This is an optimization exercise on Yosys and OpenROAD, whose aim is small area, not a production implementation.
Only simulation tests tie the RTL to the original design; equivalence was not proved.
Power and IR drop assume default switching activity.

// ouman_reader
module ouman_reader (
    input  wire        clk,
    input  wire        rst_n,         
    input  wire        tick,          
    input  wire        start,
    input  wire [7:0]  start_id,
    output wire        busy,
    output wire        done,
    output wire [7:0]  tx_data,
    output wire        tx_valid,
    input  wire        tx_ready,
    input  wire        rx_valid,
    input  wire [7:0]  rx_data,
    output reg         rx_ovr,
    input  wire        ovr_clr,
    output wire [2:0]  err,
    output wire [2:0]  rtype,
    output wire [7:0]  crcv,
    output wire [8:0]  res_len,
    output reg  [31:0] field0,
    output reg  [31:0] field1,
    output reg  [31:0] field2,
    output reg  [31:0] field3,
    output reg  [31:0] field4,
    output reg  [31:0] field5,
    input  wire [7:0]  raw_off,
    output wire        raw_valid,
    output wire [7:0]  raw_value
);
For scale: roughly 2,100 flip-flops, roughly 270 I/O pins, roughly 78,000 µm² of cells after synthesis.
==> flow/config.mk <==
export PLATFORM = sky130hd
export DESIGN_NAME = ouman_reader
export DESIGN_NICKNAME = ouman_reader
export VERILOG_FILES = /design/flow/design.v
export SDC_FILE = /design/flow/constraint.sdc
export NUM_CORES = 4
export LEC_CHECK = 0
export CAP_MARGIN = 10
export CORE_MARGIN = 2
export CORE_UTILIZATION = 50
export GPL_TIMING_DRIVEN = 0
export PLACE_DENSITY = 0.85
export SLEW_MARGIN = 10
export SYNTH_HIERARCHICAL = 1
==> flow/constraint.sdc <==
create_clock -name core_clock -period 10.0 [get_ports {clk}]
set_input_delay 2.0000 -clock core_clock [delete_from_list [all_inputs] [get_ports {clk}]]
set_output_delay 2.0000 -clock core_clock [all_outputs]
set_load 0.01 [all_outputs]
standard.sh (not shown) runs the stock make flow with config.mk's settings and CLKGATE_MAP_FILE= SYNTH_SCRIPT=/design/flow/synth_recipe.tcl, a recipe that flattens the netlist after the stock synthesis.
==> flow/flow/run.sh <==
#!/bin/bash
# Standard ORFS layout (standard.sh), with these options changed:
#  - port buffers use the smallest buffer cell;
#  - clock tree: larger sink clusters and no dummy balancing loads.
set -euo pipefail
export REMOVE_ABC_BUFFERS=1
export BUFFER_PORTS_ARGS="-buffer_cell sky130_fd_sc_hd__buf_1"
export CTS_ARGS="-sink_clustering_enable -repair_clock_nets -dont_use_dummy_load -sink_clustering_buffer sky130_fd_sc_hd__clkbuf_8 -sink_clustering_size 18 -sink_clustering_max_diameter 50"
bash standard.sh > flow_make.log 2>&1
Edit:
--- a/flow/flow/run.sh
+++ b/flow/flow/run.sh
@@ -8 +8 @@
-export CTS_ARGS="-sink_clustering_enable -repair_clock_nets -dont_use_dummy_load -sink_clustering_buffer sky130_fd_sc_hd__clkbuf_8 -sink_clustering_size 18 -sink_clustering_max_diameter 50"
+export CTS_ARGS="-sink_clustering_enable -repair_clock_nets -dont_use_dummy_load -buf_list sky130_fd_sc_hd__clkbuf_8 -sink_clustering_buffer sky130_fd_sc_hd__clkbuf_8 -sink_clustering_size 19 -sink_clustering_max_diameter 52"
- PLACE_DENSITY: 0.85 -> 0.8
- SETUP_SLACK_MARGIN: not set -> 0.05
What happened: The changed run ran to the end with no violations; final cell count barely changes; first-iteration DRC count goes down by 8.0%; sequential cell count does not change; power falls by 2.0%; die area stays the same; via count drops by 3.1%; clock power shrinks by 6.3%; final area stays flat; worst setup slack is about the same; clock-buffer cell count drops by 6.
Edit:
==> flow/flow/run.sh (replaced) <==
#!/bin/bash
# Standard ORFS layout (standard.sh), with these options changed:
#  - port buffers use the smallest buffer cell;
#  - clock tree: clkbuf_8 sink buffers, clusters of at most 18 sinks
#    within 50 um, no dummy balancing loads;
#  - after global routing, non-critical gates are downsized (power
#    recovery on all paths with positive slack), then slew, capacitance
#    and timing are repaired again (flow/post_grt.tcl).
set -euo pipefail
export REMOVE_ABC_BUFFERS=1
export RECOVER_POWER=100
export POST_GLOBAL_ROUTE_TCL="$PWD/flow/post_grt.tcl"
export BUFFER_PORTS_ARGS="-buffer_cell sky130_fd_sc_hd__buf_1"
export CTS_ARGS="-sink_clustering_enable -repair_clock_nets -dont_use_dummy_load -sink_clustering_buffer sky130_fd_sc_hd__clkbuf_8 -sink_clustering_size 18 -sink_clustering_max_diameter 50"
bash standard.sh > flow_make.log 2>&1
==> flow/flow/post_grt.tcl (new file) <==
# Runs after ORFS's global route step (POST_GLOBAL_ROUTE_TCL hook),
# after its power recovery (RECOVER_POWER), which downsizes gates
# without regard to slew: repair slew, capacitance and timing again
# with global-route parasitics (with 20% slew and capacitance margins),
# legalise, and re-route the changed nets.
log_cmd global_route -start_incremental
log_cmd estimate_parasitics -global_routing
log_cmd repair_design -verbose -slew_margin 20 -cap_margin 20
log_cmd detailed_placement
log_cmd estimate_parasitics -global_routing
repair_timing_helper
log_cmd detailed_placement
log_cmd global_route -end_incremental
check_placement -verbose
log_cmd estimate_parasitics -global_routing
write_guides $::env(RESULTS_DIR)/route.guide
- SETUP_SLACK_MARGIN: 0.05 -> not set
After rerunning: The new run completed with no timing, DRC or antenna violations; area after synthesis stays the same; first-iteration DRC count decreases by 2.1%; final area rises by 0.34%.
Edit:
==> flow/flow/run.sh (replaced) <==
#!/bin/bash
# Standard ORFS layout (standard.sh), with these options changed:
#  - port buffers use the smallest buffer cell;
#  - clock tree: larger sink clusters and no dummy balancing loads.
set -euo pipefail
export REMOVE_ABC_BUFFERS=1
export BUFFER_PORTS_ARGS="-buffer_cell sky130_fd_sc_hd__buf_1"
export CTS_ARGS="-sink_clustering_enable -repair_clock_nets -dont_use_dummy_load -sink_clustering_buffer sky130_fd_sc_hd__clkbuf_8 -sink_clustering_size 18 -sink_clustering_max_diameter 50"
bash standard.sh > flow_make.log 2>&1
removed: flow/flow/post_grt.tcl
The changed run produced a clean layout.
Worst setup slack is better by 0.10 ns.
Global-route usage is unchanged.
Core utilization hardly moves.
Die area stays the same.
Design area stays flat.

re-timing with driven ports:
No port has a modelled driver above. Below, the same layouts with a new extraction and two added sets of constraints.
Step 1: set_driving_cell puts a clkbuf_16 on clk and a buf_2 on each other input, an assumption about the parent block.
Step 2 adds t to the input delays and takes it off the output delays; t is the mean of the earliest and latest rising clock arrival at the registers after step 1. Input paths then give back, and output paths get back, about the clock's delay inside the block.
Three values: ideal, step 1, step 2; two values: the first two.
run	shift t [ns]	setup slack, ns	worst hold slack (ns)	worst setup path at the end	pins driven straight from the clock port
the first run	0.792	0.204 / 0.129 / 0.471	0.490 / 0.490 / 0.490	input to output	1
the second run	0.958	0.205 / 0.131 / 0.765	0.507 / 0.507 / 0.507	input to output	1
the third run	0.801	0.132 / 0.054 / 0.551	0.512 / 0.512 / 0.512	input to output	1
the fourth run	0.806	0.235 / 0.158 / 0.552	0.510 / 0.510 / 0.510	input to output	1
After both steps setup and hold are still met in every run listed.
